Source: an optimization exercise on an open RTL-to-GDS flow (aim: small area, a short achievable clock period and few clock cycles). Production flows keep margins and buffers that such runs may drop. Only simulation tests tie the RTL to the original design; equivalence was not proved. No activity file was given, so power comes from the tool's default toggle rates.

--- run.sh ---
#!/bin/bash
# synth_recipe.tcl (not shown) runs the flow's synth.tcl, then flattens the netlist and writes it again
# the make line also repeats each setting of config.mk as NAME=value (left out here)
make -C /OpenROAD-flow-scripts/flow DESIGN_CONFIG=/design/flow/config.mk WORK_HOME=/design/flow/orfs CLKGATE_MAP_FILE= SYNTH_SCRIPT=/design/flow/synth_recipe.tcl finish
--- config.mk ---
export PLATFORM = sky130hd
export DESIGN_NAME = rle_codec
export DESIGN_NICKNAME = rle_codec
export VERILOG_FILES = /design/flow/design.v
export SDC_FILE = /design/flow/constraint.sdc
export NUM_CORES = 4
export LEC_CHECK = 0
export CAP_MARGIN = 20
export CORE_MARGIN = 2
export CORE_UTILIZATION = 40
export CTS_BUF_LIST = sky130_fd_sc_hd__clkbuf_8
export CTS_CLUSTER_DIAMETER = 60
export CTS_CLUSTER_SIZE = 18
export PLACE_DENSITY = 0.6
export SETUP_SLACK_MARGIN = 3.0
export SLEW_MARGIN = 20
--- constraint.sdc ---
create_clock -name core_clock -period 6.0 [get_ports {clk}]
set_input_delay 1.2000 -clock core_clock [delete_from_list [all_inputs] [get_ports {clk}]]
set_output_delay 1.2000 -clock core_clock [all_outputs]
set_load 0.01 [all_outputs]
--- design.v ---
module rle_codec (
    input  wire        clk,
    input  wire        rst,
    input  wire        in_valid,
    output wire        in_ready,
    input  wire [7:0]  in_data,
    input  wire        in_last,
    input  wire        in_mode,
    output wire        out_valid,
    input  wire        out_ready,
    output wire [7:0]  out_data,
    output wire        done,
    output wire        err,
    output wire [15:0] err_pos
);
    localparam NR = 128;        
    reg  [10:0] sq0, sq1;       
    reg         sv0, sv1;
    reg         in_rdy;
    reg  [7:0]  lastin;         
    assign in_ready = in_rdy;
    wire        push_in = in_valid && in_rdy;
    wire        pop_in;
    reg         fst;            
    reg         lmode;          
    wire        nmode = fst ? in_mode : lmode;
    wire [10:0] nq = {in_data == lastin, nmode, in_last, in_data};
    wire [7:0]  hd = sq0[7:0];
    wire        hl = sq0[8];
    wire        hm = sq0[9];
    wire        hs = sq0[10];
    wire        hv = sv0;
    always @(posedge clk) begin
        if (push_in) begin
            lastin <= in_data;
            lmode  <= nmode;
        end
        if (rst)
            fst <= 1'b1;
        else if (push_in)
            fst <= in_last;
    end
    always @(posedge clk) begin
        if (rst) begin
            sv0    <= 1'b0;
            sv1    <= 1'b0;
            in_rdy <= 1'b1;
        end else begin
            if (pop_in) begin
                if (sv1) begin
                    sv1 <= 1'b0;
                end else if (!push_in) begin
                    sv0 <= 1'b0;
                end
                in_rdy <= 1'b1;
            end else if (push_in) begin
                if (sv0) begin
                    sv1    <= 1'b1;
                    in_rdy <= 1'b0;
                end else begin
                    sv0 <= 1'b1;
                end
            end
        end
    end
    always @(posedge clk) begin
        if (!sv1) sq1 <= nq;
        if (pop_in ? 1'b1 : !sv0) sq0 <= (pop_in && sv1) ? sq1 : nq;
    end
    localparam W_DATA = 2'd0;   
    localparam W_LITC = 2'd1;   
    localparam W_LITS = 2'd2;   
    localparam W_SPEC = 2'd3;   
    reg  [1:0] wf_n;            
    reg  [1:0] wk0, wk1;        
    reg  [7:0] wd0, wd1;        
    reg  [1:0] wfk [0:3];
    reg  [7:0] wfd [0:3];
    reg  [1:0] wfw, wfr;
    reg  [2:0] wf_cnt;
    reg        wf_r1, wf_r2;    
    reg        hflag;           
    wire       ring_wr;         
    wire       wf_pop;          
    reg  [1:0] wf_hk;           
    wire [7:0] wf_hd = wfd[wfr];
    wire [1:0] wfw1  = wfw + 2'd1;
    always @(posedge clk) begin
        if (wf_r1) begin
            wfk[wfw] <= wk0;
            wfd[wfw] <= wd0;
        end
        if (wf_r2) begin
            wfk[wfw1] <= wk1;
            wfd[wfw1] <= wd1;
        end
    end
    wire [2:0] wf_cm1 = wf_cnt - 3'd1;
    wire [2:0] wf_cp1 = wf_cnt + 3'd1;
    wire [2:0] wf_cp2 = wf_cnt + 3'd2;
    reg  [2:0] wf_cnt_n;
    reg        wf_r1_n, wf_r2_n;
    always @(*) begin
        case ({wf_pop, wf_n})
        3'b001, 3'b110: begin
            wf_cnt_n = wf_cp1; wf_r1_n = wf_cnt <= 3'd2; wf_r2_n = wf_cnt <= 3'd1;
        end
        3'b010: begin
            wf_cnt_n = wf_cp2; wf_r1_n = wf_cnt <= 3'd1; wf_r2_n = wf_cnt == 3'd0;
        end
        3'b100: begin
            wf_cnt_n = wf_cm1; wf_r1_n = 1'b1;          wf_r2_n = wf_cnt <= 3'd3;
        end
        default: begin
            wf_cnt_n = wf_cnt; wf_r1_n = wf_r1;         wf_r2_n = wf_r2;
        end
        endcase
    end
    wire [1:0] wf_hk1 = wfk[wfr + 2'd1];
    wire       wf_e0  = (wf_cnt == 3'd0);
    wire       wf_e1  = (wf_cnt == 3'd1);
    always @(posedge clk) begin
        if (wf_pop ? wf_e1 : wf_e0)
            wf_hk <= wk0;
        else if (wf_pop)
            wf_hk <= wf_hk1;
    end
    always @(posedge clk) begin
        if (rst) begin
            wfw    <= 2'd0;
            wfr    <= 2'd0;
            wf_cnt <= 3'd0;
            wf_r1  <= 1'b1;
            wf_r2  <= 1'b1;
            hflag  <= 1'b0;
        end else begin
            wfw    <= wfw + wf_n;
            wfr    <= wfr + {1'b0, wf_pop};
            wf_cnt <= wf_cnt_n;
            wf_r1  <= wf_r1_n;
            wf_r2  <= wf_r2_n;
            if (wf_pop)
                hflag <= 1'b0;
            else if (ring_wr)
                hflag <= 1'b1;
        end
    end
    reg        lf_push;
    reg  [6:0] lf_val;
    wire       lf_pop;
    reg  [6:0] lfd [0:7];
    reg  [2:0] lfw, lfr;
    reg  [3:0] lf_cnt;
    reg        lf_full, lf_ne;  
    wire [6:0] lf_h    = lfd[lfr];
    always @(posedge clk) begin
        if (!lf_full) lfd[lfw] <= lf_val;
    end
    always @(posedge clk) begin
        if (rst) begin
            lfw     <= 3'd0;
            lfr     <= 3'd0;
            lf_cnt  <= 4'd0;
            lf_full <= 1'b0;
            lf_ne   <= 1'b0;
        end else begin
            if (lf_push) lfw <= lfw + 3'd1;
            if (lf_pop)  lfr <= lfr + 3'd1;
            case ({lf_push, lf_pop})
            2'b10: begin
                lf_cnt  <= lf_cnt + 4'd1;
                lf_full <= (lf_cnt == 4'd7);
                lf_ne   <= 1'b1;
            end
            2'b01: begin
                lf_cnt  <= lf_cnt - 4'd1;
                lf_full <= 1'b0;
                lf_ne   <= (lf_cnt != 4'd1);
            end
            default: ;
            endcase
        end
    end
    reg  [7:0] rd [0:NR-1];
    reg        rm [0:NR-1];
    reg  [6:0] tid;
    reg  [6:0] tid1;            
    reg        rflush;          
    reg        scan;
    reg  [6:0] rp;
    reg  [6:0] nw;
    reg  [6:0] nw1;             
    reg        at_rp;           
    reg        at_nw;           
    reg        at_nw1;          
    reg        fz;              
    wire       take;
    wire       miss;
    wire       lopen;           
    wire       tap_m = rm[NR-1];
    wire [7:0] tap_d = rd[NR-1];
    reg        tap_v, tap_f, tap_e, tap_k;
    always @(posedge clk) begin
        tap_v <= !rm[NR-2] || rd[NR-2][7:6] != 2'b00;
        tap_f <= rm[NR-2] && rd[NR-2][7:6] == 2'b01;
        tap_e <= rm[NR-2] && rd[NR-2][7:6] == 2'b10 && rd[NR-2][0];
        tap_k <= rm[NR-2] && rd[NR-2][7:6] == 2'b10 && !rd[NR-2][0];
    end
    wire       h_flag = (wf_hk == W_LITS) && !hflag;
    wire       h_cont = (wf_hk == W_LITC) || (wf_hk == W_LITS && hflag);
    wire       wr_ok  = h_cont ? at_nw1
                      : h_flag ? (wf_cnt >= 3'd2 || !lopen)
                      : 1'b1;
    assign ring_wr = (wf_cnt != 3'd0) && (!tap_v || take || rflush) &&
                     (scan || !fz) && wr_ok;
    assign wf_pop  = ring_wr && !h_flag;
    wire       w_m = h_flag || (wf_hk == W_SPEC);
    wire [7:0] w_d = h_flag ? 8'h40 : wf_hd;
    wire       recirc = tap_v && !take && !rflush;
    integer ri;
    always @(posedge clk) begin
        for (ri = 1; ri < NR; ri = ri + 1) begin
            rd[ri] <= rd[ri-1];
            rm[ri] <= rm[ri-1];
        end
        rd[0] <= ring_wr ? w_d : recirc ? tap_d : 8'h00;
        rm[0] <= ring_wr ? w_m : !recirc || tap_m;
    end
    localparam R_IDLE = 2'd0;
    localparam R_EP1  = 2'd1;   
    localparam R_EP2  = 2'd2;   
    localparam R_EP3  = 2'd3;   
    reg        ov;
    reg  [7:0] ob, ob2;
    reg        ol, ol2;
    reg  [1:0] ocnt;
    reg        done_r, err_r;
    reg [15:0] errp_r;
    reg  [1:0] rs;
    assign out_valid = ov;
    assign out_data  = ob;
    assign done      = done_r;
    assign err       = err_r;
    assign err_pos   = errp_r;
    wire dpend    = ol || ol2;
    wire at_tap   = tap_v && !rflush && (scan || at_rp);
    wire t_flag   = tap_f && rs == R_IDLE;
    wire t_mark   = tap_m && rs == R_EP3 || tap_k && rs == R_IDLE;
    assign take   = at_tap && (tap_m && rs != R_IDLE ||
                               !dpend && (tap_m && !tap_f ? 1'b1 : (ocnt != 2'd2 && (!tap_f || lf_ne))));
    assign miss   = at_tap && !take && scan;
    assign lf_pop = take && t_flag;
    wire       o_pop  = ov && out_ready;
    wire       o_push = take && (!tap_m || t_flag);
    wire [7:0] o_pb   = tap_m ? {1'b0, lf_h} : tap_d;
    wire       o_mark = take && t_mark;
    wire [1:0] o_keep = ocnt - {1'b0, o_pop};
    wire       ol_m   = ol  || (o_mark && ocnt == 2'd1);
    wire       ol2_m  = ol2 || (o_mark && ocnt == 2'd2);
    wire at_rp_n = !miss && (tid1 == rp);
    always @(posedge clk) begin
        if (ring_wr) begin
            nw  <= tid;
            nw1 <= tid1;
        end
        if (scan && miss) rp <= tid;
        at_rp  <= at_rp_n;
        at_nw  <= !ring_wr && (tid1 == nw);
        at_nw1 <= ring_wr || (tid1 == nw1);
        fz     <= ring_wr ? at_rp_n
                : miss    ? !at_nw
                : at_rp_n || (fz && !at_nw);
    end
    always @(posedge clk) begin
        if (rst) begin
            tid    <= 7'd0;
            tid1   <= 7'd1;
            rflush <= 1'b1;
            scan   <= 1'b1;
        end else begin
            tid    <= tid1;
            tid1   <= tid1 + 7'd1;
            if (tid == 7'd127) rflush <= 1'b0;
            if (scan) begin
                if (miss) scan <= 1'b0;
            end else if (take) begin
                scan <= 1'b1;
            end
        end
    end
    always @(posedge clk) begin
        if (o_pop && ocnt == 2'd2)
            ob <= ob2;
        else if (o_push && o_keep == 2'd0)
            ob <= o_pb;
        if (o_push && o_keep == 2'd1)
            ob2 <= o_pb;
    end
    always @(posedge clk) begin
        if (rst) begin
            ov     <= 1'b0;
            ocnt   <= 2'd0;
            ol     <= 1'b0;
            ol2    <= 1'b0;
            done_r <= 1'b0;
            err_r  <= 1'b0;
            errp_r <= 16'd0;
            rs     <= R_IDLE;
        end else begin
            ocnt   <= o_keep + {1'b0, o_push};
            ov     <= (o_keep != 2'd0) || o_push;
            ol     <= (o_pop && ocnt == 2'd2) ? ol2_m : (o_keep == 2'd0) ? 1'b0 : ol_m;
            ol2    <= (!o_pop && ocnt == 2'd2) ? ol2_m : 1'b0;
            done_r <= (o_pop && ol_m) || (o_mark && ocnt == 2'd0);
            if (take && tap_m) begin
                case (rs)
                R_IDLE: begin
                    if (tap_d[7]) begin
                        if (tap_d[0]) begin
                            rs <= R_EP1;
                        end else begin
                            err_r  <= 1'b0;
                            errp_r <= 16'd0;
                        end
                    end
                end
                R_EP1: begin
                    errp_r[15:12] <= tap_d[3:0];
                    rs            <= R_EP2;
                end
                R_EP2: begin
                    errp_r[11:6] <= tap_d[5:0];
                    rs           <= R_EP3;
                end
                default: begin
                    err_r       <= 1'b1;
                    errp_r[5:0] <= tap_d[5:0];
                    rs          <= R_IDLE;
                end
                endcase
            end
        end
    end
    wire       cm = hm;         
    reg  [7:0] pv;              
    reg  [1:0] pk;              
    reg        inrun;           
    reg  [6:0] rcm;             
    reg        r0, r1, r127;    
    reg  [6:0] ll;              
    reg  [6:0] llm;             
    reg        lo_r;            
    reg        l126, l127;      
    reg        eflush;          
    assign lopen = lo_r;
    localparam D_FLAG = 3'd0;
    localparam D_LIT  = 3'd1;
    localparam D_REP  = 3'd2;
    localparam D_EXP  = 3'd3;   
    localparam D_END  = 3'd4;   
    localparam D_E1   = 3'd5;   
    localparam D_E2   = 3'd6;   
    localparam D_E3   = 3'd7;   
    reg  [2:0]  dst;
    reg         dlast;          
    reg         derr;           
    reg  [15:0] pos;            
    reg         pos_c;          
    reg  [15:0] fsp;            
    wire dec_in  = (dst == D_FLAG) || (dst == D_LIT) || (dst == D_REP);
    wire eq    = hs;                
    wire room1 = wf_r1;
    wire room2 = wf_r2;
    wire lroom = !lf_full;
    wire e_run   = inrun;
    wire e_rmore = inrun && eq && !r127;                   
    wire e_trip  = !inrun && pk == 2'd2 && eq;             
    wire e_pair  = !inrun && pk == 2'd1 && eq;             
    wire e_lit   = !inrun && pk != 2'd0 && !eq;            
    wire e_close = e_lit && (l127 || (pk == 2'd2 && l126));
    wire e_ok    = e_run   ? (e_rmore || room2)
                 : e_trip  ? (!lopen || lroom)
                 : e_lit   ? ((pk == 2'd2 ? room2 : room1) && (!e_close || lroom))
                 : 1'b1;
    wire enc_go  = hv && !cm && !eflush && dec_in && e_ok;
    wire f_rep   = inrun;
    wire f_pend  = !inrun && pk != 2'd0;
    wire f_lit   = !inrun && pk == 2'd0 && lopen;
    wire f_ok    = f_rep  ? room2
                 : f_pend ? ((pk == 2'd2 ? room2 : room1) && lroom)
                 : f_lit  ? lroom
                 : room1;
    wire fl_go   = eflush && f_ok;
    wire dec_go  = hv && cm && !eflush && dec_in && room1;
    wire dec_w   = !dec_in && room1;      
    wire dec_ov  = hv && dst == D_EXP && r1 && !dlast && room2;
    wire d_flag  = (dec_go && dst == D_FLAG) || dec_ov;
    assign pop_in = enc_go || dec_go || dec_ov;
    always @(*) begin
        wf_n   = 2'd0;
        wk0    = W_DATA;
        wk1    = W_DATA;
        wd0    = pv;
        wd1    = pv;
        lf_push = 1'b0;
        lf_val  = 7'd127;
        if (fl_go) begin
            if (f_rep) begin
                wf_n = 2'd2;
                wd0  = {1'b1, rcm};
            end else if (f_pend) begin
                wf_n = pk;
                wk0  = lopen ? W_LITC : W_LITS;
                wk1  = l127 ? W_LITS : W_LITC;
                lf_push = 1'b1;
                lf_val  = (l127 && pk == 2'd2) ? 7'd127 : llm + {5'd0, pk};
            end else if (f_lit) begin
                lf_push = 1'b1;
                lf_val  = llm;
            end else begin
                wf_n = 2'd1;
                wk0  = W_SPEC;
                wd0  = 8'h80;
            end
        end else if (enc_go) begin
            if (e_run) begin
                if (!e_rmore) begin
                    wf_n = 2'd2;
                    wd0  = {1'b1, rcm};
                end
            end else if (e_trip) begin
                lf_push = lopen;
                lf_val  = llm;
            end else if (e_lit) begin
                wf_n = pk;
                wk0  = lopen ? W_LITC : W_LITS;
                wk1  = l127 ? W_LITS : W_LITC;
                lf_push = e_close;
            end
        end else if (dec_go) begin
            if (dst == D_FLAG) begin
                if (hl) begin
                    wf_n = 2'd1;
                    wk0  = W_SPEC;
                    wd0  = 8'h81;
                end
            end else if (dst == D_REP) begin
                wf_n = 2'd1;
                wd0  = hd;
            end else begin
                wf_n = 2'd1;
                wd0  = hd;
            end
        end else if (dec_w) begin
            wf_n = 2'd1;
            case (dst)
            D_EXP: begin
                wd0 = pv;
                if (dec_ov && hl) begin
                    wf_n = 2'd2;
                    wk1  = W_SPEC;
                    wd1  = 8'h81;
                end
            end
            D_END: begin
                wk0 = W_SPEC;
                wd0 = {7'b1000000, derr};
            end
            D_E1: begin
                wk0 = W_SPEC;
                wd0 = {4'b1100, fsp[15:12]};
            end
            D_E2: begin
                wk0 = W_SPEC;
                wd0 = {2'b11, fsp[11:6]};
            end
            default: begin
                wk0 = W_SPEC;
                wd0 = {2'b11, fsp[5:0]};
            end
            endcase
        end
    end
    localparam L_KEEP = 3'd0;
    localparam L_ZERO = 3'd1;
    localparam L_ONE  = 3'd2;
    localparam L_INC1 = 3'd3;
    localparam L_INC2 = 3'd4;
    reg  [2:0] lsel;
    always @(*) begin
        lsel = L_KEEP;
        if (fl_go) begin
            if (f_pend)
                lsel = (l127 && pk == 2'd2) ? L_ONE : L_ZERO;
            else if (f_lit)
                lsel = L_ZERO;
        end else if (enc_go) begin
            if (e_trip)
                lsel = L_ZERO;
            else if (e_lit && pk == 2'd2)
                lsel = l127 ? L_ONE : l126 ? L_ZERO : L_INC2;
            else if (e_lit)
                lsel = l127 ? L_ZERO : L_INC1;
        end
    end
    wire [6:0] ll_p1 = ll + 7'd1;
    wire [6:0] ll_p2 = ll + 7'd2;
    wire       l125  = (ll == 7'd125);
    wire       l124  = (ll == 7'd124);
    wire r126  = (rcm == 7'd126);
    wire r2    = (rcm == 7'd2);
    wire hd0   = (hd[6:0] == 7'd0);
    wire hd1   = (hd[6:0] == 7'd1);
    wire hd127 = (hd[6:0] == 7'd127);
    wire d_dec  = dec_go || dec_ov;
    always @(posedge clk) begin
        if (rst) llm <= 7'd127;
        else case (lsel)
        L_ZERO:  llm <= 7'd127;
        L_ONE:   llm <= 7'd0;
        L_INC1:  llm <= ll;
        L_INC2:  llm <= ll_p1;
        default: ;
        endcase
        if (enc_go && (e_run ? !e_rmore : (!e_trip && !e_pair)))
            pv <= hd;
        else if (d_dec && !d_flag && dst == D_REP)
            pv <= hd;
        if (enc_go && e_rmore) begin
            rcm <= rcm + 7'd1;
            r0 <= 1'b0; r1 <= r0; r127 <= r126;
        end else if (enc_go && e_trip) begin
            rcm <= 7'd2;
            r0 <= 1'b0; r1 <= 1'b0; r127 <= 1'b0;
        end else if (d_dec && d_flag) begin
            rcm <= hd[6:0];
            r0 <= hd0; r1 <= hd1; r127 <= hd127;
        end else if ((d_dec && dst == D_LIT) || (dec_w && dst == D_EXP)) begin
            rcm <= rcm - 7'd1;
            r0 <= r1; r1 <= r2; r127 <= r0;
        end
        if (d_dec && d_flag)
            fsp <= pos;
    end
    always @(posedge clk) begin
        if (rst) begin
            pk     <= 2'd0;
            inrun  <= 1'b0;
            ll     <= 7'd0;
            lo_r   <= 1'b0;
            l126   <= 1'b0;
            l127   <= 1'b0;
            eflush <= 1'b0;
            dst    <= D_FLAG;
            dlast  <= 1'b0;
            derr   <= 1'b0;
            pos    <= 16'd0;
            pos_c  <= 1'b0;
        end else begin
            case (lsel)
            L_ZERO: begin
                ll <= 7'd0; lo_r <= 1'b0; l126 <= 1'b0; l127 <= 1'b0;
            end
            L_ONE: begin
                ll <= 7'd1; lo_r <= 1'b1; l126 <= 1'b0; l127 <= 1'b0;
            end
            L_INC1: begin
                ll <= ll_p1; lo_r <= 1'b1; l126 <= l125; l127 <= l126;
            end
            L_INC2: begin
                ll <= ll_p2; lo_r <= 1'b1; l126 <= l124; l127 <= l125;
            end
            default: ;
            endcase
            if (fl_go) begin
                if (f_rep) begin
                    inrun <= 1'b0;
                end else if (f_pend) begin
                    pk <= 2'd0;
                end else if (f_lit) begin
                end else begin
                    eflush <= 1'b0;
                end
            end else if (enc_go) begin
                if (hl) eflush <= 1'b1;
                if (e_run) begin
                    if (!e_rmore) begin
                        inrun <= 1'b0;
                        pk    <= 2'd1;
                    end
                end else if (e_trip) begin
                    inrun <= 1'b1;
                    pk    <= 2'd0;
                end else if (e_pair) begin
                    pk <= 2'd2;
                end else begin
                    pk <= 2'd1;
                end
            end else if (dec_go || dec_ov) begin
                if (hl) begin
                    pos   <= 16'd0;
                    pos_c <= 1'b0;
                end else begin
                    pos[7:0] <= pos[7:0] + 8'd1;
                    if (pos_c) pos[15:8] <= pos[15:8] + 8'd1;
                    pos_c <= (pos[7:0] == 8'hfe);
                end
                if (d_flag) begin
                    if (hl) begin
                        dst <= D_E1;
                    end else begin
                        dst <= hd[7] ? D_REP : D_LIT;
                    end
                end else case (dst)
                D_REP: begin
                    dlast <= hl;
                    derr  <= 1'b0;
                    if (!r0)
                        dst <= D_EXP;
                    else
                        dst <= hl ? D_END : D_FLAG;
                end
                default: begin  
                    if (hl) begin
                        derr <= !r0;
                        dst  <= D_END;
                    end else if (r0) begin
                        dst <= D_FLAG;
                    end
                end
                endcase
            end else if (dec_w) begin
                case (dst)
                D_EXP: begin
                    if (r1) dst <= dlast ? D_END : D_FLAG;
                end
                D_END: dst <= derr ? D_E1 : D_FLAG;
                D_E1:  dst <= D_E2;
                D_E2:  dst <= D_E3;
                default: dst <= D_FLAG;
                endcase
            end
        end
    end
endmodule
==> results of run 1 <==
[through the flow]
| stage | cells | instance area (um2) | total power [mW] | hold WS [ns] | setup WS [ns] |
|---|---|---|---|---|---|
| 6_report | 4009 | 42900 | 18.8 | 0.303 | 3.09 |
| 5_1_grt | 4009 | 42900 | 19.7 | 0.318 | 2.94 |
| 4_1_cts | 3990 | 42600 | 18.9 | 0.300 | 2.85 |
| 3_5_place_dp | 3831 | 40500 | 13.9 | 0.312 | 1.95 |
| 3_3_place_gp | 3831 | 40500 | 13.9 | 0.310 | 2.21 |
| 2_1_floorplan | 2606 | 38900 | 13.3 | 0.310 | 3.11 |
[power by group]
group	internal [mW]	total, mW	switching, mW	leakage (nW)
Clock	1.88	4.87	2.99	1.01
Sequential	11.4	12.0	0.538	12.3
Combinational	0.759	1.91	1.16	2.78
Total	14.1	18.8	4.68	16.1
[final timing paths]
check | cells past startpoint | startpoint | slack (ns) | to
setup reg to reg | 7 | wf_r1 | 3.09 | wfd[3][1]
hold reg to reg | 0 | rd[77][1] | 0.30 | rd[78][1]
setup / recovery | 7 | wf_r1 | 3.09 | wfd[3][1]
hold / removal | 0 | rd[77][1] | 0.30 | rd[78][1]
[kinds of logic (layout without fill, tap and decap cells)]
group | Yosys count | count (layout)
AOI/OAI and AO/OA | 357 | 357
xor gates and xnor gates | 76 | 76
muxes | 83 | 83
buffers and inverters | 137 | 262
other | 0 | 1
DFF | 1472 | 1472
adders and majority gates | 37 | 37
and+or+nand+nor | 444 | 445
[state kept, by name, indices dropped and copies added (netlist names), 8 cells and up, named ones only]
register / flops
pv: 8
wfk: 8
sq1: 11
rm: 128
rd: 1024
sq0: 11
fsp: 16
ob2: 8
errp_r: 16
lastin: 8
lfd: 56
ob: 8
wfd: 32
pos: 16
[what timing repair did]
action / CTS / global route
buffers inserted: 11 / 17
gates resized for setup: 32 / 22
gates cloned: 2 / 0
hold endpoints to repair: 0 / 0
setup endpoints to repair: 211 / 126
pin swaps: 3 / 5
[layer usage]
metal / routed length [um] / part of all wire [%] / GRT usage, % / vias up
li1: - / - / - / 9056
met1: 30100 / 48 / 17.9 / 8979
met2: 27000 / 44 / 19.1 / 404
met3: 3300 / 5.3 / 2.41 / 113
met4: 1670 / 2.7 / 4.92 / 2
met5: 13 / 0.021 / 0 / -
[layout by cell type, fill, tap and decap left out, types with 7 or more instances in the layout]
master	instances
dfxtp_1	1261
edfxtp_1	199
a21oi_1	142
nor2_1	123
clkbuf_8	106
nand2_1	95
o21ai_0	62
xnor2_1	45
nand3_1	45
inv_1	43
clkdlybuf4s50_1	40
ha_1	35
mux2i_1	33
buf_4	33
xor2_1	31
mux2_2	25
mux4_2	25
nor3_1	25
nor2b_1	22
a22oi_1	22
nand4_1	19
nand2b_1	17
o22ai_1	17
and3_1	15
a211oi_1	12
a31oi_1	11
and2_1	10
a22o_1	10
a221oi_1	8
o31ai_1	7
o21ai_1	7
nor4_1	7
or3_1	7
inv_6	7
dfxtp_2	7
[cell usage after synthesis (7+ instances only)]
library cell and count:
nand2_1 96, nor3_1 29, dfxtp_1 1273, xor2_1 31
and3_1 15, clkbuf_1 67, o31ai_1 8, edfxtp_1 199
nor4_1 9, nand3_1 46, xnor2_1 45, mux4_2 25
buf_1 8, nor2b_1 25, a221oi_1 9, buf_2 15
a22o_1 10, nand4_1 18, mux2_2 25, nor2_1 126
a21oi_1 143, mux2i_1 33, ha_1 36, a22oi_1 22
nand2b_1 18, o21ai_0 65, a211oi_1 13, a31oi_1 11
o22ai_1 17, or3_1 7, inv_1 36, and2_1 11
[cell type report]
type	instances	area (um2)	area share [%]
Antenna cell	1	2.50	0.00584
Clock inverter	40	465	1.09
Tap cell	1276	1600	3.72
Inverter	40	154	0.359
Timing Repair inverter	1	5.00	0.0117
Clock buffer	106	1460	3.40
Sequential cell	1472	31500	73.4
Timing Repair Buffer	75	658	1.53
Multi-Input combinational cell	998	7060	16.5
[worst max-delay path, stage by stage (launching register included)]
cell      delay [ns]
dfxtp_2         0.55
and4b_1         0.34
and2_1          0.39
o21ai_0         0.27
a221oi_1        0.35
a21oi_1         0.09
a21oi_1         0.45
a21oi_1         0.16
==> flow_summary.json, run 1 <==
{
  "status": "no timing/DRC/antenna violations",
  "ctsHoldBuffers": 0,
  "synth-simple-area-share_pct": 5.78,
  "timing_hold_violations_final": 0,
  "yosys_warnings": 3,
  "drv_cap": 0,
  "fp-row-count": 114,
  "synth_edf_count": 199,
  "grt_first_pass_wirelength_um": 101000,
  "die-area_um2": 99700,
  "synth_compound_area_share_pct": 5.84,
  "drive_above_1_share_pct": 10.6,
  "finalSetupViolCount": 0,
  "synthMuxAreaShare_pct": 3.02,
  "num_io_pins": 42,
  "die_x_um": 316,
  "cts_tree": "yes",
  "tightest_slew_ns": 1.09,
  "power.density_nw_per_um2": 437,
  "synth_area_um2": 38900,
  "synthXorXnorAreaFrac_pct": 1.71,
  "grt_use_total_pct": 12.6,
  "start_util_pct": 40.3,
  "core-area_um2": 96400,
  "yosys-top-cells-area": "dfxtp_1, edfxtp_1, a21oi_1",
  "fmax_mhz": 344,
  "skew_ns": 0.0415,
  "htreeDepth": 3,
  "yosysSeqAreaShare_pct": 81.0,
  "final_antenna_net_count": 0,
  "port-buffer-count": 41,
  "final.min_clock_period_ns": 2.91,
  "num_vias": 18600,
  "hpwlAfterDp_um": 37800,
  "remaining_drc_errors": 0,
  "via_per_inst": 4.63,
  "yosysTopAreaCellShare_pct": 65.6,
  "crit_path_start_kind": "flip-flop",
  "cp_max_fo": 15,
  "clkTransAtPathRegs_ns": 0.11,
  "post-route-period-util_pct": 48.5,
  "avgSynthCellArea_um2": 14.9,
  "nNetsFinal": 2742,
  "place.gp.congestion": 0.833,
  "synth_top_cell_by_area": "dfxtp_1",
  "synth-adder-area-share_pct": 1.21,
  "numCtsBuffers": 103,
  "post-route-util_pct": 44.5,
  "async_reset_ff_share_pct": 0,
  "grt_start_max_net_pins": 61,
  "hold_class": "flip-flop to flip-flop",
  "gr-total-overflow": 0,
  "clockBufferDepth": 3,
  "relSlewSlack_pct": 27.0,
  "synth_cell_types": 90,
  "first_pass_iters": 6,
  "grt_pass1_vias": 18500,
  "ir_worst_vdd_mv": 0.178,
  "antenna_found_initial": 4,
  "die_height_um": 316,
  "synth_fp_nets": 2657,
  "synthCells": 2606,
  "crit_path_end_kind": "flip-flop",
  "area_delta_synth_final_pct": 10.3,
  "power.leakage_nw": 16.1,
  "worstSetupPathType": "flip-flop to flip-flop",
  "crit_required_ns": 6.46,
  "clk_latency_ns": 0.76,
  "synth_top_family_by_area": "compound AO/OA/AOI/OAI gates",
  "rsz0062_at_grt": "true",
  "finalWirelength_um": 62000,
  "synth_seq_cells": 1472,
  "synth_ff_type": "dfxtp_1",
  "nFillCells": 8567,
  "tns_ns": 0,
  "drt_iter0_markers": 1221,
  "critical_path_arrival_ns": 3.37,
  "clock-root-buffer": "clkbuf_8",
  "clock-sinks": 1472,
  "avgRoutedWirePerCell_um": 15.5,
  "maxSlewViolCount": 0
}
Testbench counts, summed over its fixed seeds: cycles 140,343.
==> run 2: changes to the inputs <==
--- a/config.mk
+++ b/config.mk
@@ -14,3 +14,3 @@
 export PLACE_DENSITY = 0.6
-export SETUP_SLACK_MARGIN = 3.0
+export SETUP_SLACK_MARGIN = 3.2
 export SLEW_MARGIN = 20
==> run 2 against run 1 <==
  * Clock skew up 0.0014 ns
  * Cell area up 0.79%
  * Critical path depth up 4
  * Register-to-register slack better by 0.10 ns
  * Utilization up 0.35 points
  * Routed wire length up 0.65%
  * Critical path type unchanged
  * First-iteration DRC count down 4.3%
  * Synthesized cell count unchanged
  * Highest routed layer unchanged
  * Area after synthesis unchanged
  * Clock power up 2%
  * Critical endpoint is now lf_cnt[3]
  * Final cell count up 0.57%
  * Count of clock-buffer cells in the layout up 3
==> flow_summary.json, run 2 <==
{
  "htreeDepth": 3,
  "synth_top_cell_by_area": "dfxtp_1",
  "async_reset_ff_share_pct": 0,
  "status": "no timing/DRC/antenna violations",
  "layout_common_cells": "dfxtp_1, edfxtp_1, a21oi_1, nor2_1, clkbuf_8",
  "max_stage_delay_ns": 0.51,
  "yosysSeqAreaShare_pct": 81.0,
  "gr-total-overflow": 0,
  "multi_input_area_um2": 7160,
  "clock-root-buffer": "clkbuf_8",
  "avgSynthCellArea_um2": 14.9,
  "tightest_slew_ns": 0.951,
  "post-route-period-util_pct": 46.8,
  "fp-row-count": 114,
  "final.min_clock_period_ns": 2.81,
  "synth_common_cells": "dfxtp_1, edfxtp_1, a21oi_1",
  "finalWirelength_um": 62400,
  "synth-simple-area-share_pct": 5.78,
  "worst_r2r_endpoint": "lf_cnt[3]",
  "synth_edf_count": 199,
  "synth_top_family_by_area": "compound AO/OA/AOI/OAI gates",
  "synthMuxAreaShare_pct": 3.02,
  "cp_slowest_cell": "edfxtp_1",
  "report.power.total_mw": 19.0,
  "relSlewSlack_pct": 35.9,
  "grt_start_max_net_pins": 62,
  "die_x_um": 316,
  "nNetsFinal": 2764,
  "grt_pass1_vias": 18600,
  "worstPathCellList": "nor2b_4, o311ai_4, nor2_4, and2_4, a32o_2, inv_2, ha_4, or4b_4, a21oi_2, xnor2_1, nor2_1",
  "synth_cell_types": 90,
  "regArea_um2": 31500,
  "nFillCells": 8449,
  "die_height_um": 316,
  "drive_above_1_share_pct": 12.4,
  "num_vias": 18700,
  "hold_class": "flip-flop to flip-flop",
  "start_util_pct": 40.3,
  "fmax_mhz": 356,
  "worstReg2RegStart": "sq0[10]",
  "largest_reg_flops": 1024,
  "crit_required_ns": 6.60,
  "worstHoldStart": "rd[122][6]",
  "numCtsBuffers": 104,
  "synth_compound_area_share_pct": 5.84,
  "timing_hold_violations_final": 0,
  "crit_buf_inv": 1,
  "synth_ff_type": "dfxtp_1",
  "grt_use_total_pct": 12.6,
  "rsz0062_at_grt": "true",
  "first_pass_iters": 5,
  "synth-adder-area-share_pct": 1.21,
  "area_delta_synth_final_pct": 11.2,
  "port-buffer-count": 41,
  "core-area_um2": 96400,
  "yosysTopAreaCellShare_pct": 65.6,
  "critical_path_arrival_ns": 3.41,
  "drv_cap": 0,
  "final_antenna_net_count": 0,
  "remaining_drc_errors": 0,
  "clock-sinks": 1472,
  "die-area_um2": 99700,
  "synthCells": 2606,
  "critical-path-top-delay-family": "simple AND/OR/NAND/NOR gates",
  "synth_seq_cells": 1472,
  "synth_fp_nets": 2657,
  "ir_worst_vdd_mv": 0.193,
  "crit_path_start_kind": "flip-flop",
  "regMostFlops": "rd",
  "rrSetupSlack_ns": 3.19,
  "clkTransAtPathRegs_ns": 0.10,
  "drt_iter0_markers": 1168,
  "clk_latency_ns": 0.77,
  "maxSlewViolCount": 0,
  "cp_max_fo": 6,
  "yosys-top-cells-area": "dfxtp_1, edfxtp_1, a21oi_1",
  "synthXorXnorAreaFrac_pct": 1.71,
  "yosysMostFrequentCell": "dfxtp_1",
  "hpwlAfterDp_um": 38300,
  "hold_end": "rd[123][6]",
  "clockBufferDepth": 3,
  "yosys_warnings": 3,
  "reg_top3": "rd x1024, rm x128, lfd x56",
  "crit_path_end_kind": "flip-flop",
  "worstRegToRegCells": 11,
  "num_io_pins": 42,
  "synth_area_um2": 38900,
  "tns_ns": 0,
  "finalSetupViolCount": 0,
  "final_common_cell": "dfxtp_1",
  "skew_ns": 0.0429,
  "whs_path_depth": 0,
  "cts_tree": "yes",
  "grt_first_pass_wirelength_um": 101000,
  "avgRoutedWirePerCell_um": 15.5,
  "antenna_found_initial": 3,
  "power.density_nw_per_um2": 439,
  "worstSetupPathType": "flip-flop to flip-flop",
  "via_per_inst": 4.64,
  "power.leakage_nw": 16.3,
  "place.gp.congestion": 0.822
}
==> run 2: metrics by stage <==
step	hold slack [ns]	area [um2]	setup WS, ns	utilization (%)	cells
2_1_floorplan	0.310	38900	3.20	-	2606
3_3_place_gp	0.310	40500	2.14	42.0	3831
3_5_place_dp	0.312	40600	1.98	42.1	3832
4_1_cts	0.303	42900	3.17	44.4	4001
5_1_grt	0.311	43200	3.09	44.8	4032
6_report	0.301	43200	3.19	44.8	4032
==> run 2: routing by layer <==
layer / GRT usage, % / routed length (um)
met5: 0 / 13
met4: 4.94 / 1590
met3: 2.41 / 3200
met2: 19.1 / 27100
met1: 17.8 / 30600
==> run 2: power by group <==
group / internal [mW] / leakage (nW) / switching (mW)
Clock: 1.97 / 1.02 / 3.01
Combinational: 0.821 / 2.97 / 1.18
Sequential: 11.4 / 12.3 / 0.539
Total: 14.2 / 16.3 / 4.73
==> run 2: worst max path at each step <==
stage / end / cells past startpoint / start
6_report: lf_cnt[3] / 11 / sq0[10]
2_1_floorplan: lf_cnt[3] / 14 / pk[0]
4_1_cts: lf_cnt[3] / 12 / pk[0]
3_3_place_gp: wfk[0][0] / 7 / wf_r1
5_1_grt: lf_cnt[3] / 12 / pk[0]
3_5_place_dp: wfk[3][0] / 7 / wf_r1
==> run 2: cells by family (layout without fill, tap and decap cells) <==
| kind of cell | count (synthesis) | after routing |
|---|---|---|
| and+or+nand+nor | 444 | 445 |
| xor gates and xnor gates | 76 | 76 |
| AOI/OAI and AO/OA | 357 | 357 |
| muxes | 83 | 83 |
| adders and majority gates | 37 | 37 |
| DFF | 1472 | 1472 |
| other | 0 | 5 |
| buffers and inverters | 137 | 281 |
==> run 2: final cells by class <==
cell class              instances  share of cell area [%]
repair inverters                2                  0.0232
clock buffers                 109                    3.47
clock inverters                35                    1.11
flip-flops and latches       1472                    72.9
diodes                          5                  0.0289
inverters                      40                   0.373
multi-input cells             998                    16.6
well taps                    1276                    3.69
repair buffers                 95                    1.86
==> run 2: timing repair <==
item	in CTS	in global routing
hold buffers	0	0
gates resized for setup	75	30
pin swaps	7	12
setup buffers	23	25
setup endpoints to repair	277	189
cloned	2	1
==> run 3: changes to the inputs <==
--- a/config.mk
+++ b/config.mk
@@ -14,3 +14,3 @@
 export PLACE_DENSITY = 0.6
-export SETUP_SLACK_MARGIN = 3.2
+export SETUP_SLACK_MARGIN = 3.8
 export SLEW_MARGIN = 20
==> run 3 against run 2 <==
  * Still clean
  * Via count is 4.0% higher
  * Combinational power is 41% higher
  * Setup slack better by 0.051 ns
  * Cell area is 6.2% higher
  * First-iteration DRC count is 1.9% higher
  * Register-to-register slack better by 0.05 ns
  * Clock skew is 0.0035 ns lower
  * Total power is 3.1% higher
  * Final cell count is 3.4% higher
  * Maximum frequency is 1.9% higher
  * Sequential share of layout area is 4.1 points lower
  * Count of clock-buffer cells in the layout is 5 lower
  * Largest cell class unchanged
==> flow_summary.json, run 3 <==
{
  "status": "no timing/DRC/antenna violations",
  "timing_hold_violations_final": 0,
  "power.density_nw_per_um2": 426,
  "finalWirelength_um": 67700,
  "cpMostUsedCell": "buf_6",
  "via_per_inst": 4.67,
  "grt_pass1_vias": 19600,
  "drv_cap": 0,
  "fp-row-count": 114,
  "final_antenna_net_count": 0,
  "nNetsFinal": 2900,
  "htreeDepth": 3,
  "hold_class": "flip-flop to flip-flop",
  "yosysTopAreaCellShare_pct": 65.6,
  "maxSlewViolCount": 0,
  "nFillCells": 8258,
  "largest_reg_flops": 1024,
  "remaining_drc_errors": 0,
  "start_util_pct": 40.3,
  "fmax_mhz": 363,
  "synth_ff_type": "dfxtp_1",
  "max_stage_delay_ns": 0.47,
  "synthCells": 2606,
  "crit_path_end_kind": "flip-flop",
  "yosys-top-cells-area": "dfxtp_1, edfxtp_1, a21oi_1",
  "synth_edf_count": 199,
  "drive_above_1_share_pct": 25.0,
  "post_dp_cell_area_um2": 40700,
  "yosysSeqAreaShare_pct": 81.0,
  "clock-root-buffer": "clkbuf_8",
  "first_pass_iters": 5,
  "tightest_slew_ns": 1.09,
  "synth_fp_nets": 2657,
  "finalSetupViolCount": 0,
  "die_height_um": 316,
  "num_io_pins": 42,
  "die_x_um": 316,
  "num_vias": 19500,
  "ir_worst_vdd_mv": 0.208,
  "place.gp.congestion": 0.811,
  "grt_first_pass_wirelength_um": 107000,
  "drt_iter0_markers": 1190,
  "avgSynthCellArea_um2": 14.9,
  "final_common_cell": "dfxtp_1",
  "numCtsBuffers": 102,
  "die-area_um2": 99700,
  "post-route-period-util_pct": 45.9,
  "grt_start_max_net_pins": 79,
  "ctsHoldBuffers": 0,
  "crit_path_start_kind": "flip-flop",
  "synth_common_cells": "dfxtp_1, edfxtp_1, a21oi_1",
  "power.leakage_nw": 17.3,
  "area_delta_synth_final_pct": 18.1,
  "core-area_um2": 96400,
  "skew_ns": 0.0394,
  "final_area_um2": 45900,
  "clkTransAtPathRegs_ns": 0.12,
  "cp_max_fo": 7,
  "relSlewSlack_pct": 27.0,
  "rsz0062_at_grt": "true",
  "tns_ns": 0,
  "crit_required_ns": 6.62,
  "reg_top3": "rd x1024, rm x128, lfd x56",
  "synth_top_cell_by_area": "dfxtp_1",
  "avgRoutedWirePerCell_um": 16.2,
  "clk_latency_ns": 0.79,
  "final.min_clock_period_ns": 2.76,
  "cp_slowest_cell": "dfxtp_2",
  "hpwlAfterDp_um": 39300,
  "antenna_found_initial": 2,
  "port-buffer-count": 41,
  "synth_seq_cells": 1472,
  "yosys_warnings": 3,
  "async_reset_ff_share_pct": 0,
  "yosysMostFrequentCell": "dfxtp_1",
  "critical_path_arrival_ns": 3.38,
  "regMostFlops": "rd",
  "worstPathCellList": "nor3b_4, o311ai_4, nor2_4, and2_4, a32o_2, inv_2, ha_4, buf_6, buf_6, nand4b_1, a21oi_4, xnor2_1, nor2_1",
  "gr-total-overflow": 0,
  "grt_use_total_pct": 13.4,
  "layout_common_cells": "dfxtp_1, edfxtp_1, buf_4, nor2_1, clkbuf_8",
  "cts_tree": "yes",
  "synth_cell_types": 90,
  "clockBufferDepth": 3,
  "worstSetupPathType": "flip-flop to flip-flop",
  "clock-sinks": 1472,
  "synth_area_um2": 38900
}
==> run 3: cell count changes in the layout (fill, tap and decap cells not counted), moves of 16 or more <==
cell           previous run  this run
buf_6                     1        82
buf_4                    50       118
a21oi_1                 138        91
a21oi_2                   5        38
dlygate4sd2_1            28         0
o21ai_0                  62        36
dfxtp_1                1256      1232
nand3_1                  44        25
mux2_2                   25         9
mux2_4                    0        16
==> run 3: what timing repair did <==
action / CTS / global route
gates resized for setup: 368 / 227
pin swaps: 47 / 98
endpoints found under the setup margin: 374 / 299
gates cloned: 6 / 3
buffers inserted: 116 / 64
==> run 3: cell families (layout without fill, tap and decap cells) <==
family / Yosys count / in the layout / synth area share, %
flops: 1472 / 1472 / 81.0
simple gates: 444 / 451 / 5.78
compound gates: 357 / 357 / 5.84
buf+inv: 137 / 412 / 1.49
mux: 83 / 83 / 3.02
xor+xnor: 76 / 76 / 1.71
fa+ha+maj: 37 / 37 / 1.21
other cells: 0 / 5 / 0
==> run 3: metal layers <==
metal | up-vias | global-route usage [%] | part of all wire [%]
met2 | 469 | 21.2 | 46
met3 | 138 | 2.58 | 5.1
li1 | 9363 | - | -
met4 | 2 | 5.04 | 2.8
met5 | - | 0 | 0.019
met1 | 9488 | 18.3 | 47
==> run 3: cell type report <==
| cell class | instances | area, um2 | share of cell area (%) |
|---|---|---|---|
| Antenna cell | 5 | 12.5 | 0.0273 |
| Clock buffer | 104 | 1430 | 3.12 |
| Clock inverter | 39 | 415 | 0.905 |
| Inverter | 40 | 178 | 0.387 |
| Multi-Input combinational cell | 1004 | 8590 | 18.7 |
| Sequential cell | 1472 | 31600 | 68.7 |
| Tap cell | 1276 | 1600 | 3.48 |
| Timing Repair Buffer | 228 | 2110 | 4.61 |
| Timing Repair inverter | 1 | 6.26 | 0.0136 |
==> run 3: critical path: cells and delay by family, from the launching register on <==
family / cells / cell delay (ns)
flip-flops: 1 / 0.47
XOR/XNOR: 1 / 0.14
buffers and inverters: 3 / 0.30
AO/OA/AOI/OAI: 3 / 0.58
AND/OR/NAND/NOR: 5 / 0.93
adder cells (fa/ha/maj): 1 / 0.16
==> run 3: path summary, 6_finish.rpt <==
check / cells past startpoint / to / start / slack, ns
worst max-delay path: 13 / lf_cnt[3] / sv0 / 3.24
worst min-delay path: 0 / rd[78][1] / rd[77][1] / 0.31
worst min register to register: 0 / rd[78][1] / rd[77][1] / 0.31
worst max register to register: 13 / lf_cnt[3] / sv0 / 3.24
==> run 3: stage by stage <==
step	worst slack [ns]	instances	util [%]	hold slack (ns)	total power [mW]
6_report	3.24	4169	47.6	0.310	19.5
5_1_grt	3.15	4169	47.6	0.305	20.5
4_1_cts	3.25	4097	46.0	0.299	19.3
3_5_place_dp	1.82	3832	42.2	0.312	14.0
3_3_place_gp	2.02	3832	42.2	0.310	13.9
2_1_floorplan	3.22	2606	-	0.310	13.3
==> run 3: power breakdown <==
group | switching (mW) | leakage (nW) | internal, mW
combinational | 1.55 | 3.98 | 1.27
clock | 3.00 | 0.969 | 1.77
sequential | 0.529 | 12.3 | 11.4
total | 5.07 | 17.3 | 14.5
==> run 4: changes to the inputs <==
--- a/config.mk
+++ b/config.mk
@@ -14,3 +14,3 @@
 export PLACE_DENSITY = 0.6
-export SETUP_SLACK_MARGIN = 3.8
+export SETUP_SLACK_MARGIN = 3.7
 export SLEW_MARGIN = 20
==> run 4 against run 3 <==
  * Still clean
  * Via count is 0.15% higher
  * Cell area fell by 0.56%
  * Routed wire length fell by 1.2%
  * Combinational power rose by 4%
  * Die area unchanged
  * Critical endpoint unchanged
==> flow_summary.json, run 4 <==
{
  "avgRoutedWirePerCell_um": 16.1,
  "num_vias": 19500,
  "timing_hold_violations_final": 0,
  "yosys_warnings": 3,
  "via_per_inst": 4.69,
  "crit_path_start_kind": "flip-flop",
  "tightest_slew_ns": 1.12,
  "gr-total-overflow": 0,
  "ir_worst_vdd_mv": 0.303,
  "cts_tree": "yes",
  "place.gp.congestion": 0.860,
  "power_frac_clock_pct": 24.4,
  "fp-row-count": 114,
  "area_delta_synth_final_pct": 17.4,
  "maxSlewViolCount": 0,
  "relSlewSlack_pct": 25.3,
  "clockBufferDepth": 3,
  "nNetsFinal": 2886,
  "start_util_pct": 40.3,
  "power.leakage_nw": 17.2,
  "rsz0062_at_grt": "true",
  "die_x_um": 316,
  "worstPathCellList": "nor2b_4, o311ai_4, nor2_4, and2_4, a32o_2, inv_2, ha_4, or4b_4, a21oi_2, xnor2_1, nor2_1",
  "hold_class": "flip-flop to flip-flop",
  "async_reset_ff_share_pct": 0,
  "die-area_um2": 99700,
  "synth_fp_nets": 2657,
  "clock-root-buffer": "clkbuf_8",
  "internal_power_mw": 14.6,
  "critical_path_arrival_ns": 3.29,
  "max_stage_delay_ns": 0.47,
  "p_seq_share_pct": 60.8,
  "synth_area_um2": 38900,
  "fin_ws_ns": 3.31,
  "cp_slowest_cell": "edfxtp_1",
  "grt_start_max_net_pins": 72,
  "synth_common_cells": "dfxtp_1, edfxtp_1, a21oi_1",
  "largest_reg_flops": 1024,
  "tns_ns": 0,
  "clock-sinks": 1472,
  "die_height_um": 316,
  "cp_max_fo": 3,
  "nFillCells": 8303,
  "post-route-period-util_pct": 44.9,
  "p_comb_share_pct": 14.9,
  "crit_path_start": "sq0[10]",
  "finalSetupViolCount": 0,
  "clkTransAtPathRegs_ns": 0.11,
  "worstReg2RegStart": "sq0[10]",
  "holdWs_ns": 0.321,
  "power.density_nw_per_um2": 431,
  "crit_path_end_kind": "flip-flop",
  "synthCells": 2606,
  "synth_seq_cells": 1472,
  "synth_cell_types": 90,
  "grt_use_total_pct": 13.2,
  "antenna_found_initial": 3,
  "reg_top3": "rd x1024, rm x128, lfd x56",
  "place_ws_ns": 2.13,
  "yosysMostFrequentCell": "dfxtp_1",
  "regMostFlops": "rd",
  "grt_pass1_vias": 19600,
  "final_antenna_net_count": 0,
  "drt_iter0_markers": 1192,
  "remaining_drc_errors": 0,
  "htreeDepth": 3,
  "worstHoldStart": "rd[4][0]",
  "p_switching_mw": 5.13,
  "hpwlAfterDp_um": 38500,
  "skew_ns": 0.0536,
  "numCtsBuffers": 103,
  "synth_ff_type": "dfxtp_1",
  "status": "no timing/DRC/antenna violations",
  "drive_above_1_share_pct": 23.8,
  "layout_common_cells": "dfxtp_1, edfxtp_1, buf_4, nor2_1, clkbuf_8",
  "synth_top_cell_by_area": "dfxtp_1",
  "synth_edf_count": 199,
  "yosys-top-cells-area": "dfxtp_1, edfxtp_1, a21oi_1",
  "p_sw_share_pct": 26.1,
  "avgSynthCellArea_um2": 14.9,
  "yosysSeqAreaShare_pct": 81.0,
  "first_pass_iters": 6,
  "fmax_mhz": 371,
  "worstSetupPathType": "flip-flop to flip-flop",
  "crit_required_ns": 6.60,
  "drv_cap": 0,
  "core-area_um2": 96400,
  "final_common_cell": "dfxtp_1",
  "port-buffer-count": 41,
  "yosysTopAreaCellShare_pct": 65.6,
  "num_io_pins": 42,
  "finalWirelength_um": 66900,
  "clk_latency_ns": 0.76,
  "final.min_clock_period_ns": 2.69,
  "grt_first_pass_wirelength_um": 106000
}
[run 4: power groups by stage]
stage | Clock, mW | Sequential (mW) | Combinational, mW
3_3_place_gp | 0 | 12.2 | 1.73
2_1_floorplan | 0 | 11.9 | 1.45
6_report | 4.80 | 12.0 | 2.92
4_1_cts | 5.03 | 12.0 | 2.35
5_1_grt | 5.39 | 12.1 | 3.13
3_5_place_dp | 0 | 12.2 | 1.79
[run 4: cell type report]
type	count	area, um2	area share [%]
Sequential cell	1472	31600	69.1
Multi-Input combinational cell	1002	8400	18.4
Timing Repair Buffer	215	2020	4.44
Tap cell	1276	1600	3.50
Clock buffer	107	1470	3.23
Clock inverter	41	409	0.897
Inverter	40	171	0.376
Timing Repair inverter	1	7.51	0.0164
Antenna cell	1	2.50	0.00548
[run 4: per-stage QoR]
step / power [mW] / util, % / cell area, um2 / instances
2_1_floorplan: 13.3 / - / 39100 / 2606
4_1_cts: 19.4 / 45.9 / 44200 / 4096
3_3_place_gp: 13.9 / 42.2 / 40600 / 3833
3_5_place_dp: 14.0 / 42.2 / 40700 / 3833
6_report: 19.7 / 47.3 / 45600 / 4155
5_1_grt: 20.6 / 47.3 / 45600 / 4155
[run 4: what timing repair did]
item | in CTS | in global routing
resized for setup | 354 | 194
pin swaps | 58 | 74
setup buffers | 111 | 53
setup endpoints to repair | 351 | 274
hold buffers | 0 | 0
gates cloned | 4 | 5
[run 4: metal layers]
layer / GRT usage (%) / routed length (um) / up-vias
li1: - / - / 9348
met1: 18.2 / 31900 / 9498
met3: 2.77 / 3290 / 159
met2: 20.2 / 29500 / 481
met4: 5.75 / 2210 / 4
met5: 0 / 29 / -
[run 4: path summary, 6_finish.rpt]
path	end	slack (ns)	depth (start not counted)
setup reg to reg	lf_cnt[3]	3.31	11
setup / recovery	lf_cnt[3]	3.31	11
hold / removal	rd[5][0]	0.32	0
hold reg to reg	rd[5][0]	0.32	0
[run 4: kinds of logic after synthesis]
logic type,count (synthesis),share of synthesized area [%]
buf+inv,137,1.49
flops,1472,81.0
mux,83,3.02
xor+xnor,76,1.71
simple gates,444,5.78
compound gates,357,5.84
fa+ha+maj,37,1.21
[run 4: critical path, delay by kind of cell (launching register included)]
family,cells,cell delay [ns]
xor gates and xnor gates,1,0.14
and+or+nand+nor,5,0.90
AOI/OAI and AO/OA,3,0.81
adders and majority gates,1,0.13
buffers and inverters,1,0.08
DFF,1,0.47
==> run 5: changes to the inputs <==
--- a/config.mk
+++ b/config.mk
@@ -14,3 +14,3 @@
 export PLACE_DENSITY = 0.6
-export SETUP_SLACK_MARGIN = 3.7
+export SETUP_SLACK_MARGIN = 3.4
 export SLEW_MARGIN = 20
==> run 5 against run 4 <==
  * Clock power is 2% higher
  * Utilization shrank 2.0 points
  * Maximum frequency down 1.8%
  * Still clean
  * Sequential power about the same
  * Critical endpoint unchanged
  * Largest power group unchanged
  * Non-clock buffer count fell by 77
  * Critical path depth is 2 higher
  * First-iteration DRC count fell by 5.0%
  * Synthesized cell count unchanged
==> flow_summary.json, run 5 <==
{
  "finalWirelength_um": 64000,
  "layout_common_cells": "dfxtp_1, edfxtp_1, a21oi_1, nor2_1, clkbuf_8",
  "start_util_pct": 40.3,
  "multi_input_area_um2": 7410,
  "fmax_mhz": 364,
  "skew_ns": 0.0384,
  "clkTransAtPathRegs_ns": 0.11,
  "final_antenna_net_count": 0,
  "clock-root-buffer": "clkbuf_8",
  "num_io_pins": 42,
  "power.leakage_nw": 16.5,
  "finalSetupViolCount": 0,
  "clock-sinks": 1472,
  "first_pass_iters": 5,
  "clk_latency_ns": 0.77,
  "post-route-period-util_pct": 45.7,
  "synth_fp_nets": 2657,
  "synth_cell_types": 90,
  "tightest_slew_ns": 1.03,
  "grt_pass1_vias": 19100,
  "post-route-util_pct": 45.4,
  "status": "no timing/DRC/antenna violations",
  "cp_max_fo": 5,
  "die_x_um": 316,
  "synth_area_um2": 38900,
  "crit_path_end_kind": "flip-flop",
  "hold_class": "flip-flop to flip-flop",
  "die_height_um": 316,
  "area_delta_synth_final_pct": 12.6,
  "nNetsFinal": 2808,
  "yosysMostFrequentCell": "dfxtp_1",
  "grt_use_total_pct": 13.0,
  "nFillCells": 8513,
  "tns_ns": 0,
  "place_ws_ns": 1.85,
  "yosys_warnings": 3,
  "place.gp.congestion": 0.822,
  "synth_ff_type": "dfxtp_1",
  "report.power.total_mw": 19.1,
  "fin_ws_ns": 3.26,
  "final_common_cell": "dfxtp_1",
  "num_vias": 18800,
  "synth_top_cell_by_area": "dfxtp_1",
  "power.density_nw_per_um2": 436,
  "synth_common_cells": "dfxtp_1, edfxtp_1, a21oi_1",
  "grt_start_max_net_pins": 79,
  "crit_required_ns": 6.61,
  "synth-simple-area-share_pct": 5.78,
  "async_reset_ff_share_pct": 0,
  "core-area_um2": 96400,
  "synth_top_family_by_area": "compound AO/OA/AOI/OAI gates",
  "drv_cap": 0,
  "final_area_um2": 43700,
  "cts_tree": "yes",
  "yosysTopAreaCellShare_pct": 65.6,
  "avgRoutedWirePerCell_um": 15.7,
  "via_per_inst": 4.62,
  "maxSlewViolCount": 0,
  "ir_worst_vdd_mv": 0.201,
  "port-buffer-count": 41,
  "fp-row-count": 114,
  "htreeDepth": 3,
  "relSlewSlack_pct": 31.1,
  "worstSetupPathType": "flip-flop to flip-flop",
  "synth_compound_area_share_pct": 5.84,
  "largest_reg_flops": 1024,
  "remaining_drc_errors": 0,
  "numCtsBuffers": 104,
  "synthXorXnorAreaFrac_pct": 1.71,
  "yosysSeqAreaShare_pct": 81.0,
  "synthCells": 2606,
  "yosys-top-cells-area": "dfxtp_1, edfxtp_1, a21oi_1",
  "avgSynthCellArea_um2": 14.9,
  "synthMuxAreaShare_pct": 3.02,
  "gr-total-overflow": 0,
  "clockBufferDepth": 3,
  "hpwlAfterDp_um": 38700,
  "drt_iter0_markers": 1132,
  "antenna_found_initial": 1,
  "die-area_um2": 99700,
  "final.min_clock_period_ns": 2.74,
  "drive_above_1_share_pct": 16.7,
  "crit_path_start_kind": "flip-flop",
  "regArea_um2": 31500,
  "reg_top3": "rd x1024, rm x128, lfd x56",
  "timing_hold_violations_final": 0,
  "rsz0062_at_grt": "true",
  "synth_edf_count": 199,
  "post_dp_cell_area_um2": 40500,
  "synth_seq_cells": 1472,
  "grt_first_pass_wirelength_um": 104000,
  "synth-adder-area-share_pct": 1.21,
  "regMostFlops": "rd",
  "critical_path_arrival_ns": 3.35
}
-- run 5: changes by cell type in the layout (fill, tap and decap cells not counted), moves of 10 or more --
cell	before	now
a21oi_1	99	133
a21oi_2	35	10
nand3_1	33	43
buf_2	10	26
buf_6	60	7
o21ai_0	41	59
buf_4	119	87
-- run 5: layout make-up --
cell class	count	share of cell area, %
sequential	1472	72.1
multi-input combinational	1000	16.9
tap	1276	3.65
clock buffer	107	3.37
timing repair buffer	138	2.46
clock inverter	40	1.09
inverter	40	0.378
timing repair inverter	1	0.0114
antenna	1	0.00572
-- run 5: path summary, 6_finish.rpt --
check / from / endpoint / slack [ns] / cells past startpoint
setup / recovery: sq0[10] / lf_cnt[3] / 3.26 / 13
hold / removal: rd[123][6] / rd[124][6] / 0.31 / 0
hold reg to reg: rd[123][6] / rd[124][6] / 0.31 / 0
setup reg to reg: sq0[10] / lf_cnt[3] / 3.26 / 13
-- run 5: worst max-delay path: stages (launching register included) --
cell and delay (ns):
edfxtp_1 0.48, buf_6 0.14, buf_6 0.09, nand2_4 0.05, nor3_4 0.26, nor2_4 0.05
and2_4 0.18, a32o_2 0.29, inv_2 0.09, ha_4 0.15, or4b_4 0.46, a21oi_2 0.15
xnor2_1 0.13, nor2_1 0.05
-- run 5: where the power goes --
part	switching, mW	internal (mW)
registers	0.543	11.4
clock network	3.01	1.87
logic	1.27	0.944
total	4.82	14.2
-- run 5: metrics by stage --
stage	instances	hold WS, ns
6_report	4075	0.308
5_1_grt	4075	0.314
4_1_cts	4048	0.303
3_5_place_dp	3832	0.312
3_3_place_gp	3832	0.310
2_1_floorplan	2606	0.310
-- run 5: layer usage --
metal / routed length, um / track usage (%) / vias up / part of all wire, %
met2: 28600 / 20.0 / 413 / 45
met3: 3120 / 2.64 / 121 / 4.9
li1: - / - / 9187 / -
met5: 0 / 0 / - / 0
met1: 30800 / 18.1 / 9119 / 48
met4: 1560 / 4.62 / 0 / 2.4
-- run 5: kinds of logic (layout without fill, tap and decap cells) --
logic type                 Yosys count  count (layout)
DFF                               1472            1472
and+or+nand+nor                    444             446
AOI/OAI and AO/OA                  357             358
buffers and inverters              137             326
muxes                               83              83
xor gates and xnor gates            76              76
adders and majority gates           37              37
other                                0               1
-- run 5: what timing repair did --
| item | CTS | global route |
|---|---|---|
| hold buffers | 0 | 0 |
| setup buffers | 66 | 25 |
| resized for setup | 222 | 55 |
| pin swaps | 19 | 31 |
| endpoints found under the setup margin | 296 | 185 |
| gates cloned | 3 | 1 |
| endpoints found under the hold margin | 0 | 0 |
==> run 6: changes to the inputs <==
--- a/config.mk
+++ b/config.mk
@@ -14,3 +14,3 @@
 export PLACE_DENSITY = 0.6
-export SETUP_SLACK_MARGIN = 3.4
+export SETUP_SLACK_MARGIN = 3.6
 export SLEW_MARGIN = 20
==> run 6 against run 5 <==
  * Still clean on timing, DRC and antenna
  * Hold slack improved by 0.0074 ns
  * Routed wire length is 3.4% higher
  * Clock skew rose by 0.017 ns
  * Count of clock-buffer cells in the layout is 2 lower
  * Setup slack better by 0.12 ns
  * Sequential share of layout area shrank 0.94 points
  * Combinational power up 11%
  * Total power rose by 0.23%
  * Global-route usage increased by 0.22 points
  * Non-clock buffer count up 31
  * Sequential power barely moved
  * Final cell count is 0.83% higher
  * Largest cell class unchanged
  * Largest power group unchanged
==> flow_summary.json, run 6 <==
{
  "dp.cells": 3831,
  "port-buffer-count": 41,
  "timing_hold_violations_final": 0,
  "fp-row-count": 114,
  "tns_ns": 0,
  "skew_ns": 0.0554,
  "rsz0062_at_grt": "true",
  "final_antenna_net_count": 0,
  "yosysMostFrequentCell": "dfxtp_1",
  "crit_path_start_kind": "flip-flop",
  "grt_start_max_net_pins": 61,
  "grt_use_total_pct": 13.2,
  "synthXorXnorAreaFrac_pct": 1.71,
  "final_area_um2": 44300,
  "hpwlAfterDp_um": 39200,
  "post_dp_cell_area_um2": 40600,
  "largest_reg_flops": 1024,
  "synthMuxAreaShare_pct": 3.02,
  "worstSetupPathType": "flip-flop to flip-flop",
  "drv_cap": 0,
  "gr-total-overflow": 0,
  "avgRoutedWirePerCell_um": 16.1,
  "synth_edf_count": 199,
  "synth_ff_type": "dfxtp_1",
  "area_delta_synth_final_pct": 14.1,
  "synth_seq_cells": 1472,
  "wl_met1_um": 31400,
  "die_x_um": 316,
  "first_pass_iters": 5,
  "grt_pass1_vias": 19100,
  "yosysTopAreaCellShare_pct": 65.6,
  "synth_top_cell_by_area": "dfxtp_1",
  "die-area_um2": 99700,
  "regMostFlops": "rd",
  "clkTransAtPathRegs_ns": 0.10,
  "synth-simple-area-share_pct": 5.78,
  "htreeDepth": 3,
  "critical_path_arrival_ns": 3.25,
  "numCtsBuffers": 103,
  "synthCells": 2606,
  "die_height_um": 316,
  "ctsHoldBuffers": 0,
  "tightest_slew_ns": 1.03,
  "ir_worst_vdd_mv": 0.182,
  "crit_required_ns": 6.62,
  "relSlewSlack_pct": 30.6,
  "layout.cells.non_filler": 4109,
  "num_io_pins": 42,
  "async_reset_ff_share_pct": 0,
  "remaining_drc_errors": 0,
  "power.density_nw_per_um2": 431,
  "highest_layer": "met5",
  "yosys_warnings": 3,
  "post-route-util_pct": 46.0,
  "drive_above_1_share_pct": 19.2,
  "crit_path_end_kind": "flip-flop",
  "status": "no timing/DRC/antenna violations",
  "maxSlewViolCount": 0,
  "synth_common_cells": "dfxtp_1, edfxtp_1, a21oi_1",
  "fmax_mhz": 381,
  "post-route-period-util_pct": 43.7,
  "place.gp.congestion": 0.829,
  "nNetsFinal": 2838,
  "synth-adder-area-share_pct": 1.21,
  "num_vias": 19100,
  "clockBufferDepth": 3,
  "reg_top3": "rd x1024, rm x128, lfd x56",
  "synth_cell_types": 90,
  "core-area_um2": 96400,
  "layout_common_cells": "dfxtp_1, edfxtp_1, a21oi_1, nor2_1, buf_4",
  "synth_fp_nets": 2657,
  "finalSetupViolCount": 0,
  "antenna_found_initial": 3,
  "yosysSeqAreaShare_pct": 81.0,
  "clock-root-buffer": "clkbuf_8",
  "via_per_inst": 4.66,
  "cp_max_fo": 4,
  "power.leakage_nw": 16.7,
  "yosys-top-cells-area": "dfxtp_1, edfxtp_1, a21oi_1",
  "drt_iter0_markers": 1372,
  "avgSynthCellArea_um2": 14.9,
  "final_common_cell": "dfxtp_1",
  "grt_first_pass_wirelength_um": 105000,
  "cts_tree": "yes",
  "synth_compound_area_share_pct": 5.84,
  "wl_met3_um": 3070,
  "final.min_clock_period_ns": 2.62,
  "start_util_pct": 40.3,
  "wl_met2_um": 29900,
  "hold_class": "flip-flop to flip-flop",
  "synth_area_um2": 38900,
  "clock-sinks": 1472,
  "clk_latency_ns": 0.76,
  "synth_top_family_by_area": "compound AO/OA/AOI/OAI gates",
  "finalWirelength_um": 66200
}
==> run 6: stage by stage <==
step / total power [mW] / worst slack (ns) / hold slack (ns)
after floorplan: 13.3 / 3.22 / 0.310
after global placement: 13.9 / 2.21 / 0.310
after detailed placement: 14.0 / 1.91 / 0.312
after CTS: 19.1 / 3.40 / 0.305
after global routing: 20.0 / 3.33 / 0.313
final: 19.1 / 3.38 / 0.315
==> run 6: worst paths after layout <==
kind	start	end	slack, ns	cells past startpoint
setup / recovery	sq0[10]	lf_cnt[3]	3.38	11
hold reg to reg	rd[75][6]	rd[76][6]	0.32	0
setup reg to reg	sq0[10]	lf_cnt[3]	3.38	11
hold / removal	rd[75][6]	rd[76][6]	0.32	0
==> run 6: layout make-up <==
class                           instances  area [um2]
Sequential cell                      1472       31500
Multi-Input combinational cell       1000        7740
Timing Repair inverter                  1        7.51
Timing Repair Buffer                  169        1460
Clock buffer                          105        1450
Fill cell                            8436       52100
Antenna cell                            5        12.5
Tap cell                             1276        1600
Clock inverter                         41         357
Inverter                               40         166
==> run 6: power by group <==
group	total (mW)	switching [mW]	internal [mW]	leakage, nW
clock	4.69	2.99	1.69	0.957
combinational	2.45	1.39	1.06	3.47
sequential	12.0	0.533	11.4	12.3
total	19.1	4.91	14.2	16.7
==> run 6: logic make-up after synthesis <==
kind of cell,Yosys count
buffers and inverters,137
adders and majority gates,37
and+or+nand+nor,444
AOI/OAI and AO/OA,357
xor gates and xnor gates,76
muxes,83
DFF,1472
==> run 6: timing repair <==
action,in CTS,in global routing
gates cloned,3,1
setup endpoints to repair,335,227
pin swaps,27,50
resized for setup,265,110
setup buffers,84,38
==> run 6: worst max-delay path: stages (launching register included) <==
cell	delay (ns)
edfxtp_1	0.51
nor2b_4	0.19
o311ai_4	0.28
nor2_4	0.08
and2_4	0.15
a32o_2	0.28
inv_2	0.08
ha_4	0.14
or4b_4	0.46
a21oi_2	0.16
xnor2_1	0.13
nor2_1	0.06
==> run 6: routing by layer <==
layer	GRT usage [%]	up-vias
li1	-	9234
met1	18.4	9348
met4	4.58	2
met2	20.6	411
met3	2.51	140
met5	0	-

## afterwards: timing with drivers on the ports
In the flow no input, the clock included, has a driving cell. The finished layouts below were timed again as built, in two steps. Step 1 assumes that a clkbuf_16 drives the clock port and a buf_2 every other input. Step 2 moves the port delays by t, midway between the first and last clock arrival at a register: inputs arrive t later, outputs are due t later. That takes back most of the time a late clock gives input paths. a / b / c = ideal / step 1 / step 2; a / b = the first two.
| run | t, ns | setup slack, ns | clock arrival spread, ns |
|---|---|---|---|
| run 1 | 0.801 | 3.093 / 3.069 / 2.751 | 0.042 / 0.042 |
| run 2 | 0.811 | 3.192 / 3.192 / 2.539 | 0.047 / 0.047 |
| run 3 | 0.825 | 3.244 / 3.244 / 3.044 | 0.045 / 0.045 |
| run 4 | 0.791 | 3.306 / 3.306 / 3.029 | 0.054 / 0.053 |
| run 5 | 0.801 | 3.256 / 3.256 / 2.939 | 0.045 / 0.045 |
| run 6 | 0.790 | 3.376 / 3.376 / 2.984 | 0.058 / 0.058 |
After both steps every run listed still meets setup and hold. The setup slack of run 2, which loses most, moves by 0.000 ns with the drivers and by -0.653 ns with both steps.
